Source: an optimization exercise on an open RTL-to-GDS flow (aim: a short achievable clock period and few clock cycles). Production flows keep margins and buffers that such runs may drop.
Function was checked by simulation only, so behaviour that the tests miss may differ from the original.
No activity file was given, so power comes from the tool's default toggle rates.

==> inputs of trial 22 <==
==> flow/design.v <==
module plio_enc (
    input  wire        clk,
    input  wire        rst,
    input  wire        go,
    input  wire [15:0] win_start,
    input  wire [15:0] win_count,
    input  wire [15:0] src_len,
    input  wire [15:0] dst_len,
    output reg         pm_re,
    output reg  [15:0] pm_addr,
    input  wire [31:0] pm_rdata,
    output reg         lm_we,
    output reg  [15:0] lm_addr,
    output reg  [15:0] lm_wdata,
    output wire        busy,
    output reg         done,
    output reg  [15:0] result,
    output reg  [3:0]  fcode,
    output reg  [31:0] finfo
);
    localparam [3:0] F_NONE        = 4'd0;
    localparam [3:0] F_SRC_BOUNDS  = 4'd2;
    localparam [3:0] F_DST_BOUNDS  = 4'd3;
    localparam [3:0] F_VALUE_RANGE = 4'd4;
    localparam [2:0] S_IDLE  = 3'd0;
    localparam [2:0] S_CHK1  = 3'd1;    
    localparam [2:0] S_CHK2  = 3'd2;    
    localparam [2:0] S_CHK3  = 3'd3;    
    localparam [2:0] S_RUN   = 3'd4;
    localparam [2:0] S_E3    = 3'd5;    
    localparam [2:0] S_E4    = 3'd6;    
    localparam [2:0] S_FIN   = 3'd7;    
    localparam QD = 8;           
    localparam QA = 3;
    localparam RW = 55;          
    localparam B_LAST = 54;      
    localparam B_VR   = 53;      
    localparam B_L1   = 52;      
    localparam B_L2   = 51;      
    localparam B_PN   = 50;      
    localparam B_ISH  = 49;      
    localparam B_CNZ  = 48;      
    reg  [2:0]  state;
    reg         busy_r;
    assign busy = busy_r;
    reg [15:0] c_start, c_count, c_src, c_dst;
    reg [16:0] ck_sum;
    reg [17:0] ck_lim;       
    reg        ck_safe;      
    reg        tb_any;       
    reg        all_cap;      
    reg        lm4_done;     
    reg        ck_zero, ck_src, ck_dst;
    reg [15:0] ck_info;
    wire       chk_end = ck_zero || ck_src || ck_dst;
    reg [15:0] rd_rem;       
    reg        rd_first;     
    reg        r_v, r_first, r_last;    
    reg        R_full, firstR, lastR, nzR, eqR;
    reg [30:0] vR, HR;       
    reg [31:0] HRp;          
    reg [30:0] HRm;          
    reg        HRge;         
    reg        C_full, firstC, lastC, nzC, eqpC, eqhiC;
    reg [30:0] vC;
    reg        signC, bigC;  
    reg [11:0] abs12C;       
    reg [15:0] idxC;
    reg [15:0] nzcnt;        
    reg        nzc_nz;
    reg [15:0] nz1, nz2;     
    reg [15:0] np1, np2;     
    reg [RW-1:0] q_mem [0:QD-1];
    reg [QA-1:0] q_wp, q_rp;
    reg [QA:0]   q_cnt;
    reg          q_have;     
    reg          hv;
    reg [RW-1:0] H;
    reg [2:0]  hdr_cnt;
    reg [15:0] op;
    reg [15:0] room;         
    reg        full;         
    wire        rd_neg   = pm_rdata[31];
    wire [30:0] rd_clamp = rd_neg ? 31'd0 : pm_rdata[30:0];
    wire        rd_nz    = ~rd_neg & (|pm_rdata[30:0]);
    wire        rd_eq    = rd_neg ? ~nzR : (pm_rdata[30:0] == vR);
    wire running   = (state == S_CHK1) || (state == S_CHK2) || (state == S_CHK3) || (state == S_RUN);
    wire capture   = r_v && running;
    wire [11:0] dvR    = vR[11:0] - HR[11:0];
    wire [11:0] ndvR   = HR[11:0] - vR[11:0];
    wire        signR  = (vR < HR);
    wire        bigR   = signR ? (HRge && (HRm >= vR)) : ({1'b0, vR} >= HRp);
    wire step   = C_full && (R_full || lastC);
    wire eqn    = eqR;
    wire start  = firstC || !eqpC;
    wire fast   = C_full && R_full && lastR && eqR && !lastC && (!nzC || !start);
    wire lastE  = lastC || fast;
    wire move   = R_full && !fast && (!C_full || step);
    wire endr   = lastE || !eqn;
    wire r_full = nzC && start && endr;       
    wire r_head = nzC && start && !endr;      
    wire r_tail = nzC && !start && endr;      
    wire r_zero = !nzC && lastE;              
    wire        tbig  = |vC[30:27];
    wire        chg   = !eqhiC;
    wire        lvl_small = chg && !bigC;
    wire        is_single = r_full && !nzc_nz;
    wire        p_l1  = chg && (r_full || r_head);
    wire        p_l2  = p_l1 && bigC;
    wire        p_vr  = p_l2 && tbig;
    wire [15:0] p_w1  = bigC ? {4'd1, vC[11:0]}
                             : {is_single ? (signC ? 4'd7 : 4'd6) : (signC ? 4'd3 : 4'd2), abs12C};
    wire [15:0] p_w2  = p_vr ? idxC : vC[27:12];
    wire        p_ish = r_tail || (r_full && !nzc_nz);
    wire [15:0] p_cnt = r_zero ? (fast ? nz2 : nz1) :
                        r_tail ? (fast ? np2 : np1) :
                        nzc_nz ? nzcnt :
                        r_full ? {15'd0, !lvl_small} : 16'd0;
    wire        p_cnz = r_zero || r_tail || nzc_nz || (r_full && !lvl_small);
    wire        p_pn  = r_full;
    wire        p_push = step && (r_zero || r_full || r_tail || (r_head && (chg || nzc_nz)));
    wire [RW-1:0] p_rec = {lastE, p_vr, p_l1, p_l2, p_pn, p_ish, p_cnz, p_w1, p_w2, p_cnt};
    wire        h_l1   = H[B_L1];
    wire        h_l2   = H[B_L2];
    wire        h_vr   = H[B_VR];
    wire        h_pn   = H[B_PN];
    wire        h_ish  = H[B_ISH];
    wire        h_cnz  = H[B_CNZ];
    wire        h_last = H[B_LAST];
    wire [15:0] h_w1   = H[47:32];
    wire [15:0] h_w2   = H[31:16];
    wire [15:0] h_cnt  = H[15:0];
    wire        cbig   = (|h_cnt[15:12]) || (!h_ish && (&h_cnt[11:0]));
    reg [15:0] h_word;
    reg        h_rest;
    always @(*) begin
        if (h_l1) begin
            h_word = h_w1;
            h_rest = h_l2 | h_cnz;
        end else if (h_l2) begin
            h_word = h_w2;
            h_rest = h_cnz;
        end else if (h_ish) begin
            h_word = cbig ? {4'd4, 12'd4095} : {4'd4, h_cnt[11:0]};
            h_rest = cbig;
        end else begin
            h_word = cbig ? {4'd0, 12'd4094}
                          : (h_pn ? {4'd5, h_cnt[11:0] + 12'd1} : {4'd0, h_cnt[11:0]});
            h_rest = cbig;
        end
    end
    reg [15:0] hdr_addr, hdr_word;
    always @(*) begin
        case (hdr_cnt)
        3'd0:    begin hdr_addr = 16'd0; hdr_word = 16'h0000; end
        3'd1:    begin hdr_addr = 16'd1; hdr_word = 16'h0007; end
        3'd2:    begin hdr_addr = 16'd2; hdr_word = 16'hff9c; end
        3'd3:    begin hdr_addr = 16'd5; hdr_word = 16'h0000; end
        default: begin hdr_addr = 16'd6; hdr_word = 16'h0000; end
        endcase
    end
    wire hdr_busy = (hdr_cnt != 3'd5);
    wire w_try    = (state == S_RUN) && !hdr_busy && hv;
    wire w_vr     = w_try && h_vr;
    wire w_dst    = w_try && !h_vr && full;
    wire w_emit   = w_try && !h_vr && !full;
    wire w_pop    = w_emit && !h_rest;
    wire h_free   = !hv || w_pop;
    wire ld_fifo  = h_free && q_have;
    wire ld_byp   = h_free && !q_have && p_push;
    wire q_push   = p_push && !ld_byp;
    wire [QA:0] q_cnt_nx = q_cnt + (q_push ? 1'b1 : 1'b0) - (ld_fifo ? 1'b1 : 1'b0);
    wire go_start  = (state == S_IDLE) && go;
    wire chk_fail  = (state == S_CHK3) && chk_end;
    wire fault_end = (state == S_RUN) && (w_vr || w_dst);
    wire ending    = chk_fail || fault_end || (state == S_FIN);
    wire hdr_wr    = (state == S_RUN) && hdr_busy;
    wire lm4_wr    = (state == S_RUN) && !hdr_busy && !hv && ck_safe && all_cap && !tb_any && !lm4_done;
    always @(posedge clk) begin
        if (rst) begin
            state   <= S_IDLE;
            busy_r  <= 1'b0;
            done    <= 1'b0;
            pm_re   <= 1'b0;
            lm_we   <= 1'b0;
            hdr_cnt <= 3'd5;
        end else begin
            done   <= ending;
            busy_r <= go_start || (busy_r && !ending);
            lm_we  <= w_emit || hdr_wr || lm4_wr || (state == S_E3) || (state == S_E4);
            if (go_start)
                pm_re <= 1'b1;
            else if (ending)
                pm_re <= 1'b0;
            else if (pm_re)
                pm_re <= (rd_rem != 16'd1) && (q_cnt <= QD - 4);
            else
                pm_re <= (rd_rem != 16'd0) && (q_cnt <= QD - 4) && running;
            if (state == S_CHK3)
                hdr_cnt <= 3'd0;
            else if (hdr_wr)
                hdr_cnt <= hdr_cnt + 3'd1;
            case (state)
            S_IDLE:  if (go) state <= S_CHK1;
            S_CHK1:  state <= S_CHK2;
            S_CHK2:  state <= S_CHK3;
            S_CHK3:  state <= chk_end ? S_IDLE : S_RUN;
            S_RUN:   if (w_vr || w_dst) state <= S_IDLE;
                     else if (w_pop && h_last) state <= S_E3;
            S_E3:    state <= lm4_done ? S_FIN : S_E4;
            S_E4:    state <= S_FIN;
            default: state <= S_IDLE;
            endcase
        end
    end
    always @(posedge clk) begin
        pm_addr <= (state == S_IDLE) ? win_start : pm_addr + {15'd0, pm_re};
        if (state == S_IDLE) begin
            c_start  <= win_start;
            c_count  <= win_count;
            c_src    <= src_len;
            c_dst    <= dst_len;
            rd_rem   <= win_count;
            rd_first <= 1'b1;
        end else if (pm_re) begin
            rd_first <= 1'b0;
            rd_rem   <= rd_rem - 16'd1;
        end
        r_v     <= pm_re;
        r_first <= rd_first;
        r_last  <= (rd_rem == 16'd1);
        if (state == S_CHK1) begin
            ck_sum  <= {1'b0, c_start} + {1'b0, c_count};
            ck_zero <= (c_count == 16'd0);
            ck_dst  <= (c_dst < 16'd7);
            ck_info <= ((c_start > c_src) ? c_start : c_src);
            ck_lim  <= {2'd0, c_count} + {1'd0, c_count, 1'b0} + 18'd7;
        end
        if (state == S_CHK2) begin
            ck_src  <= ck_sum > {1'b0, c_src};
            ck_safe <= (ck_lim <= {2'd0, c_dst}) && (ck_lim < 18'd32768);
        end
        if (state == S_CHK1) begin
            tb_any   <= 1'b0;
            all_cap  <= 1'b0;
            lm4_done <= 1'b0;
        end else begin
            if (capture && !rd_neg && (|pm_rdata[30:27]))
                tb_any <= 1'b1;
            if (capture && r_last)
                all_cap <= 1'b1;
            if (lm4_wr)
                lm4_done <= 1'b1;
        end
        if (state == S_CHK1) begin
            op   <= 16'd7;
            room <= c_dst - 16'd7;
            full <= (c_dst == 16'd7);
        end else if (w_emit) begin
            op   <= op + 16'd1;
            room <= room - 16'd1;
            full <= (room == 16'd1);
        end
        if (w_emit) begin
            lm_addr  <= op;
            lm_wdata <= h_word;
        end else if (hdr_wr) begin
            lm_addr  <= hdr_addr;
            lm_wdata <= hdr_word;
        end else if (state == S_E3) begin
            lm_addr  <= 16'd3;
            lm_wdata <= {1'b0, op[14:0]};
        end else begin
            lm_addr  <= 16'd4;
            lm_wdata <= {15'd0, op[15]};
        end
        result <= (state == S_FIN) ? op : 16'd0;
        if (state == S_CHK3) begin
            fcode <= ck_zero ? F_NONE : ck_src ? F_SRC_BOUNDS : F_DST_BOUNDS;
            finfo <= ck_zero ? 32'd0 : {16'd0, ck_src ? ck_info : c_dst};
        end else if (state == S_RUN) begin
            fcode <= w_vr ? F_VALUE_RANGE : F_DST_BOUNDS;
            finfo <= {16'd0, w_vr ? h_w2 : op};
        end else begin
            fcode <= F_NONE;
            finfo <= 32'd0;
        end
    end
    wire clear = (state == S_IDLE) || (state == S_CHK1);
    always @(posedge clk) begin
        if (capture) begin
            vR     <= rd_clamp;
            nzR    <= rd_nz;
            eqR    <= rd_eq;
            if (r_first) begin
                HR   <= 31'd1;
                HRp  <= 32'd4097;
                HRge <= 1'b0;
            end else if (nzR) begin
                HR   <= vR;
                HRp  <= {1'b0, vR} + 32'd4096;
                HRm  <= vR - 31'd4096;
                HRge <= |vR[30:12];
            end
            firstR <= r_first;
            lastR  <= r_last;
        end
        R_full <= !clear && (capture || (R_full && !move && !fast));
        if (move) begin
            vC     <= vR;
            nzC    <= nzR;
            eqpC   <= eqR;
            firstC <= firstR;
            lastC  <= lastR;
            signC  <= signR;
            bigC   <= bigR;
            abs12C <= signR ? ndvR : dvR;
            eqhiC  <= (vR == HR);
            idxC   <= firstR ? c_start : idxC + 16'd1;
        end
        C_full <= !clear && (move || (C_full && !step));
        if (clear || (step && nzC)) begin
            nzcnt  <= 16'd0;
            nz1    <= 16'd1;
            nz2    <= 16'd2;
            nzc_nz <= 1'b0;
        end else if (step) begin
            nzcnt  <= nz1;
            nz1    <= nz2;
            nz2    <= nz2 + 16'd1;
            nzc_nz <= 1'b1;
        end
        if (step && nzC) begin
            np1 <= start ? 16'd2 : np2;
            np2 <= start ? 16'd3 : np2 + 16'd1;
        end
        if (!q_cnt[QA])
            q_mem[q_wp] <= p_rec;
        if (clear) begin
            q_wp   <= 0;
            q_rp   <= 0;
            q_cnt  <= 0;
            q_have <= 1'b0;
        end else begin
            if (q_push)
                q_wp <= q_wp + 1'b1;
            if (ld_fifo)
                q_rp <= q_rp + 1'b1;
            q_cnt  <= q_cnt_nx;
            q_have <= q_push || (q_cnt[QA:1] != 0) || (q_have && !ld_fifo);
        end
        if (h_free)
            H <= q_have ? q_mem[q_rp] : p_rec;
        else if (w_emit) begin
            if (h_l1)
                H[B_L1] <= 1'b0;
            else if (h_l2)
                H[B_L2] <= 1'b0;
            else
                H[15:0] <= h_cnt - (h_ish ? 16'd4095 : 16'd4094);
        end
        if (clear)
            hv <= 1'b0;
        else if (h_free)
            hv <= q_have || p_push;
    end
endmodule
==> flow/flow/run.sh <==
#!/bin/bash
# The standard layout (the standard.sh, unchanged synthesis and steps),
# with timing repair aimed below the clock period: repair_timing works on
# every path with less than 7.5 ns of slack at the design's 10 ns clock.
set -euo pipefail
bash standard.sh SETUP_SLACK_MARGIN=7.5 finish > standard_flow.log 2>&1
==> flow/standard.sh <==
#!/bin/bash
# synth_recipe.tcl (not shown) runs the flow's synth.tcl, then flattens the netlist and writes it again
# the make line also repeats each setting of config.mk as NAME=value (left out here)
make -C /OpenROAD-flow-scripts/flow DESIGN_CONFIG=/design/flow/config.mk WORK_HOME=/design/flow/orfs CLKGATE_MAP_FILE= SYNTH_SCRIPT=/design/flow/synth_recipe.tcl "${@:-finish}"
==> flow/config.mk <==
export PLATFORM = sky130hd
export DESIGN_NAME = plio_enc
export DESIGN_NICKNAME = plio_enc
export VERILOG_FILES = /design/flow/design.v
export SDC_FILE = /design/flow/constraint.sdc
export NUM_CORES = 4
export LEC_CHECK = 0
export ABC_CLOCK_PERIOD_IN_PS = 3000
export CAP_MARGIN = 20
export CORE_MARGIN = 2
export CORE_UTILIZATION = 40
export SLEW_MARGIN = 20
==> flow/constraint.sdc <==
create_clock -name core_clock -period 10.0 [get_ports {clk}]
set_input_delay 2.0000 -clock core_clock [delete_from_list [all_inputs] [get_ports {clk}]]
set_output_delay 2.0000 -clock core_clock [all_outputs]
set_load 0.01 [all_outputs]
==> build 12 (differences from trial 22) <==
--- a/flow/design.v
+++ b/flow/design.v
@@ -169,5 +169,8 @@
     wire ld_fifo  = h_free && q_have;
-    wire ld_byp   = h_free && !q_have && p_push;
-    wire q_push   = p_push && !ld_byp;
-    wire [QA:0] q_cnt_nx = q_cnt + (q_push ? 1'b1 : 1'b0) - (ld_fifo ? 1'b1 : 1'b0);
+    wire p_pushq  = p_push && !direct;
+    wire ld_byp   = h_free && !q_have && p_pushq;
+    wire q_push   = p_pushq && !ld_byp;
+    wire [QA:0] q_cnt_up = q_cnt + 1'b1;
+    wire [QA:0] q_cnt_dn = q_cnt - 1'b1;
+    wire [QA:0] q_cnt_nx = (q_push == ld_fifo) ? q_cnt : q_push ? q_cnt_up : q_cnt_dn;
     wire go_start  = (state == S_IDLE) && go;
@@ -177,3 +180,8 @@
     wire hdr_wr    = (state == S_RUN) && hdr_busy;
-    wire lm4_wr    = (state == S_RUN) && !hdr_busy && !hv && ck_safe && all_cap && !tb_any && !lm4_done;
+    wire rd_tb     = !pm_rdata[31] && (|pm_rdata[30:27]);
+    wire lm4_wr    = (state == S_RUN) && !hdr_busy && !hv && ck_safe && !tb_any && !lm4_done &&
+                     (all_cap || (capture && r_last && !rd_tb));
+    wire [15:0] d_cnt = nzC ? np2 : nz2;
+    wire d_small   = nzC ? (np2[15:12] == 4'd0) : ((nz2[15:12] == 4'd0) && !(&nz2[11:0]));
+    wire direct    = fast && (state == S_RUN) && !hdr_busy && !hv && !q_have && lm4_done && !full && d_small;
     always @(posedge clk) begin
@@ -189,3 +197,3 @@
             busy_r <= go_start || (busy_r && !ending);
-            lm_we  <= w_emit || hdr_wr || lm4_wr || (state == S_E3) || (state == S_E4);
+            lm_we  <= w_emit || direct || hdr_wr || lm4_wr || (state == S_E3) || (state == S_E4);
             if (go_start)
@@ -208,3 +216,3 @@
             S_RUN:   if (w_vr || w_dst) state <= S_IDLE;
-                     else if (w_pop && h_last) state <= S_E3;
+                     else if ((w_pop && h_last) || direct) state <= S_E3;
             S_E3:    state <= lm4_done ? S_FIN : S_E4;
@@ -258,3 +266,3 @@
             full <= (c_dst == 16'd7);
-        end else if (w_emit) begin
+        end else if (w_emit || direct) begin
             op   <= op + 16'd1;
@@ -266,2 +274,5 @@
             lm_wdata <= h_word;
+        end else if (direct) begin
+            lm_addr  <= op;
+            lm_wdata <= {nzC ? 4'd4 : 4'd0, d_cnt[11:0]};
         end else if (hdr_wr) begin
@@ -364,3 +375,3 @@
         else if (h_free)
-            hv <= q_have || p_push;
+            hv <= q_have || p_pushq;
     end
--- a/flow/config.mk
+++ b/flow/config.mk
@@ -10,3 +10,3 @@
 export CORE_MARGIN = 2
-export CORE_UTILIZATION = 40
+export CORE_UTILIZATION = 65
 export SLEW_MARGIN = 20
==> trial 59 (differences from trial 22) <==
--- a/flow/design.v
+++ b/flow/design.v
@@ -169,4 +169,5 @@
     wire ld_fifo  = h_free && q_have;
-    wire ld_byp   = h_free && !q_have && p_push;
-    wire q_push   = p_push && !ld_byp;
+    wire p_pushq  = p_push && !direct;
+    wire ld_byp   = h_free && !q_have && p_pushq;
+    wire q_push   = p_pushq && !ld_byp;
     wire [QA:0] q_cnt_nx = q_cnt + (q_push ? 1'b1 : 1'b0) - (ld_fifo ? 1'b1 : 1'b0);
@@ -177,3 +178,8 @@
     wire hdr_wr    = (state == S_RUN) && hdr_busy;
-    wire lm4_wr    = (state == S_RUN) && !hdr_busy && !hv && ck_safe && all_cap && !tb_any && !lm4_done;
+    wire rd_tb     = !pm_rdata[31] && (|pm_rdata[30:27]);
+    wire lm4_wr    = (state == S_RUN) && !hdr_busy && !hv && ck_safe && !tb_any && !lm4_done &&
+                     (all_cap || (capture && r_last && !rd_tb));
+    wire [15:0] d_cnt = nzC ? np2 : nz2;
+    wire d_small   = nzC ? (np2[15:12] == 4'd0) : ((nz2[15:12] == 4'd0) && !(&nz2[11:0]));
+    wire direct    = fast && (state == S_RUN) && !hdr_busy && !hv && !q_have && lm4_done && !full && d_small;
     always @(posedge clk) begin
@@ -189,3 +195,3 @@
             busy_r <= go_start || (busy_r && !ending);
-            lm_we  <= w_emit || hdr_wr || lm4_wr || (state == S_E3) || (state == S_E4);
+            lm_we  <= w_emit || direct || hdr_wr || lm4_wr || (state == S_E3) || (state == S_E4);
             if (go_start)
@@ -208,3 +214,3 @@
             S_RUN:   if (w_vr || w_dst) state <= S_IDLE;
-                     else if (w_pop && h_last) state <= S_E3;
+                     else if ((w_pop && h_last) || direct) state <= S_E3;
             S_E3:    state <= lm4_done ? S_FIN : S_E4;
@@ -258,3 +264,3 @@
             full <= (c_dst == 16'd7);
-        end else if (w_emit) begin
+        end else if (w_emit || direct) begin
             op   <= op + 16'd1;
@@ -266,2 +272,5 @@
             lm_wdata <= h_word;
+        end else if (direct) begin
+            lm_addr  <= op;
+            lm_wdata <= {nzC ? 4'd4 : 4'd0, d_cnt[11:0]};
         end else if (hdr_wr) begin
@@ -364,3 +373,3 @@
         else if (h_free)
-            hv <= q_have || p_push;
+            hv <= q_have || p_pushq;
     end
==> trial 38 (differences from trial 22) <==
--- a/flow/design.v
+++ b/flow/design.v
@@ -47,3 +47,3 @@
     reg [16:0] ck_sum;
-    reg [17:0] ck_lim;       
+    reg [17:0] ck_3n;        
     reg        ck_safe;      
@@ -56,3 +56,4 @@
     reg [15:0] rd_rem;       
-    reg        rd_first;     
+    reg [15:0] na;           
+    reg        iss_first, iss_last;     
     reg        r_v, r_first, r_last;    
@@ -169,5 +170,8 @@
     wire ld_fifo  = h_free && q_have;
-    wire ld_byp   = h_free && !q_have && p_push;
-    wire q_push   = p_push && !ld_byp;
-    wire [QA:0] q_cnt_nx = q_cnt + (q_push ? 1'b1 : 1'b0) - (ld_fifo ? 1'b1 : 1'b0);
+    wire p_pushq  = p_push && !direct;
+    wire ld_byp   = h_free && !q_have && p_pushq;
+    wire q_push   = p_pushq && !ld_byp;
+    wire [QA:0] q_cnt_up = q_cnt + 1'b1;
+    wire [QA:0] q_cnt_dn = q_cnt - 1'b1;
+    wire [QA:0] q_cnt_nx = (q_push == ld_fifo) ? q_cnt : q_push ? q_cnt_up : q_cnt_dn;
     wire go_start  = (state == S_IDLE) && go;
@@ -177,3 +181,9 @@
     wire hdr_wr    = (state == S_RUN) && hdr_busy;
-    wire lm4_wr    = (state == S_RUN) && !hdr_busy && !hv && ck_safe && all_cap && !tb_any && !lm4_done;
+    wire issue     = running && !ending && (rd_rem != 16'd0) && (q_cnt <= QD - 4);
+    wire rd_tb     = !pm_rdata[31] && (|pm_rdata[30:27]);
+    wire lm4_wr    = (state == S_RUN) && !hdr_busy && !hv && ck_safe && !tb_any && !lm4_done &&
+                     (all_cap || (capture && r_last && !rd_tb));
+    wire [15:0] d_cnt = nzC ? np2 : nz2;
+    wire d_small   = nzC ? (np2[15:12] == 4'd0) : ((nz2[15:12] == 4'd0) && !(&nz2[11:0]));
+    wire direct    = fast && (state == S_RUN) && !hdr_busy && !hv && !q_have && lm4_done && !full && d_small;
     always @(posedge clk) begin
@@ -189,11 +199,4 @@
             busy_r <= go_start || (busy_r && !ending);
-            lm_we  <= w_emit || hdr_wr || lm4_wr || (state == S_E3) || (state == S_E4);
-            if (go_start)
-                pm_re <= 1'b1;
-            else if (ending)
-                pm_re <= 1'b0;
-            else if (pm_re)
-                pm_re <= (rd_rem != 16'd1) && (q_cnt <= QD - 4);
-            else
-                pm_re <= (rd_rem != 16'd0) && (q_cnt <= QD - 4) && running;
+            lm_we  <= w_emit || direct || hdr_wr || lm4_wr || (state == S_E3) || (state == S_E4);
+            pm_re <= go_start || issue;
             if (state == S_CHK3)
@@ -208,3 +211,3 @@
             S_RUN:   if (w_vr || w_dst) state <= S_IDLE;
-                     else if (w_pop && h_last) state <= S_E3;
+                     else if ((w_pop && h_last) || direct) state <= S_E3;
             S_E3:    state <= lm4_done ? S_FIN : S_E4;
@@ -216,17 +219,21 @@
     always @(posedge clk) begin
-        pm_addr <= (state == S_IDLE) ? win_start : pm_addr + {15'd0, pm_re};
+        pm_addr <= (state == S_IDLE) ? win_start : na;
         if (state == S_IDLE) begin
-            c_start  <= win_start;
-            c_count  <= win_count;
-            c_src    <= src_len;
-            c_dst    <= dst_len;
-            rd_rem   <= win_count;
-            rd_first <= 1'b1;
-        end else if (pm_re) begin
-            rd_first <= 1'b0;
-            rd_rem   <= rd_rem - 16'd1;
+            c_start   <= win_start;
+            c_count   <= win_count;
+            c_src     <= src_len;
+            c_dst     <= dst_len;
+            na        <= win_start + 16'd1;
+            rd_rem    <= win_count - 16'd1;
+            iss_first <= 1'b1;
+            iss_last  <= (win_count == 16'd1);
+        end else if (issue) begin
+            na        <= na + 16'd1;
+            rd_rem    <= rd_rem - 16'd1;
+            iss_first <= 1'b0;
+            iss_last  <= (rd_rem == 16'd1);
         end
         r_v     <= pm_re;
-        r_first <= rd_first;
-        r_last  <= (rd_rem == 16'd1);
+        r_first <= iss_first;
+        r_last  <= iss_last;
         if (state == S_CHK1) begin
@@ -236,3 +243,3 @@
             ck_info <= ((c_start > c_src) ? c_start : c_src);
-            ck_lim  <= {2'd0, c_count} + {1'd0, c_count, 1'b0} + 18'd7;
+            ck_3n   <= {2'd0, c_count} + {1'd0, c_count, 1'b0};
         end
@@ -240,3 +247,3 @@
             ck_src  <= ck_sum > {1'b0, c_src};
-            ck_safe <= (ck_lim <= {2'd0, c_dst}) && (ck_lim < 18'd32768);
+            ck_safe <= (ck_3n <= {2'd0, room}) && (ck_3n < 18'd32761);
         end
@@ -258,3 +265,3 @@
             full <= (c_dst == 16'd7);
-        end else if (w_emit) begin
+        end else if (w_emit || direct) begin
             op   <= op + 16'd1;
@@ -266,2 +273,5 @@
             lm_wdata <= h_word;
+        end else if (direct) begin
+            lm_addr  <= op;
+            lm_wdata <= {nzC ? 4'd4 : 4'd0, d_cnt[11:0]};
         end else if (hdr_wr) begin
@@ -364,3 +374,3 @@
         else if (h_free)
-            hv <= q_have || p_push;
+            hv <= q_have || p_pushq;
     end
--- a/flow/config.mk
+++ b/flow/config.mk
@@ -10,3 +10,3 @@
 export CORE_MARGIN = 2
-export CORE_UTILIZATION = 40
+export CORE_UTILIZATION = 65
 export SLEW_MARGIN = 20
==> run notes <==
Between trial 59 and build 12, the lower combinational power is in trial 59 (gap about 9%, measured against build 12). In flip-flop and latch count, trial 22 and trial 59 do not differ. In critical path depth, trial 59 and trial 22 do not differ. The highest via count belongs to trial 38, the lowest to trial 22. Non-clock buffer count: trial 22 is higher than trial 59 (19). Between trial 59 and trial 38, the lower clock power is in trial 38 (gap about 5%, measured against trial 38). First-iteration DRC count: trial 22 < trial 59 < trial 38 < build 12.
==> figures <==
item	trial 22	trial 38	build 12	trial 59
Result of the run	no timing/DRC/antenna violations	no timing/DRC/antenna violations	no timing/DRC/antenna violations	no timing/DRC/antenna violations
Critical-path maximum fanout	2	1	2	2
HPWL after detailed placement	77000 um	81500 um	82100 um	85400 um
Clock group share of total power	28.6%	37.8%	38.8%	39.3%
Wire length per cell after detailed routing	21.7 um	25.8 um	26.0 um	22.9 um
WL met2	58900 um	66600 um	66200 um	62800 um
Multi-input logic cell count	2260	2339	2307	2320
Number of cells on the critical path	1	1	2	1
Drt via density	5.31	6.33	6.39	5.39
Met1 track demand over resource	28.3%	45.0%	44.9%	29.6%
Fraction of synthesized cell area in xor and xnor cells	4.21%	4.36%	4.30%	4.22%
Instance count after placement with tap cells included	5299	4768	4703	5377
Layout Cells excl Fill	5786	5295	5172	5832
Number of logic inverters in the finished layout	191	195	191	190
Area fraction of clock buffers and clock inverters	6.01%	5.50%	6.08%	5.94%
Testbench counts of trial 22, summed over its fixed seeds: cycles 371,917.
Testbench counts of build 12, summed over its fixed seeds: cycles 370,595.
Testbench counts of trial 59, summed over its fixed seeds: cycles 370,595.
Testbench counts of trial 38, summed over its fixed seeds: cycles 370,595.

port drivers added, routing unchanged:
The results above use ideal ports. As a check the final layouts listed here were re-extracted and re-timed, cells and wires unchanged.
Step 1 (the two cells are an assumption about what drives the block):
set clk [get_ports {clk}]
set_driving_cell -lib_cell sky130_fd_sc_hd__clkbuf_16 $clk
set_driving_cell -lib_cell sky130_fd_sc_hd__buf_2 [delete_from_list [all_inputs] $clk]
Step 2 also shifts input and output timing later by t, the mid clock arrival at the registers, as if the neighbouring blocks saw the same clock.
Three values: ideal ports, drivers, drivers and shift; two values: the first two.
run | shift t [ns] | setup slack, ns | hold WS [ns] | worst slew at a driven data input, ns | cell pins on the clock port's net
trial 22 | 0.766 | 6.760 / 6.684 / 6.736 | 0.346 / 0.346 / 0.346 | 0.12 | 1
build 12 | 0.736 | 6.775 / 6.708 / 6.757 | 0.354 / 0.354 / 0.354 | 0.08 | 1
trial 59 | 0.752 | 6.775 / 6.702 / 6.750 | 0.347 / 0.347 / 0.347 | 0.11 | 1
trial 38 | 0.750 | 6.830 / 6.758 / 6.348 | 0.354 / 0.354 / 0.354 | 0.07 | 1
After both steps every run listed still meets setup and hold. For trial 38, which loses most, drivers alone change the setup slack by -0.072 ns; drivers and shift together by -0.482 ns.
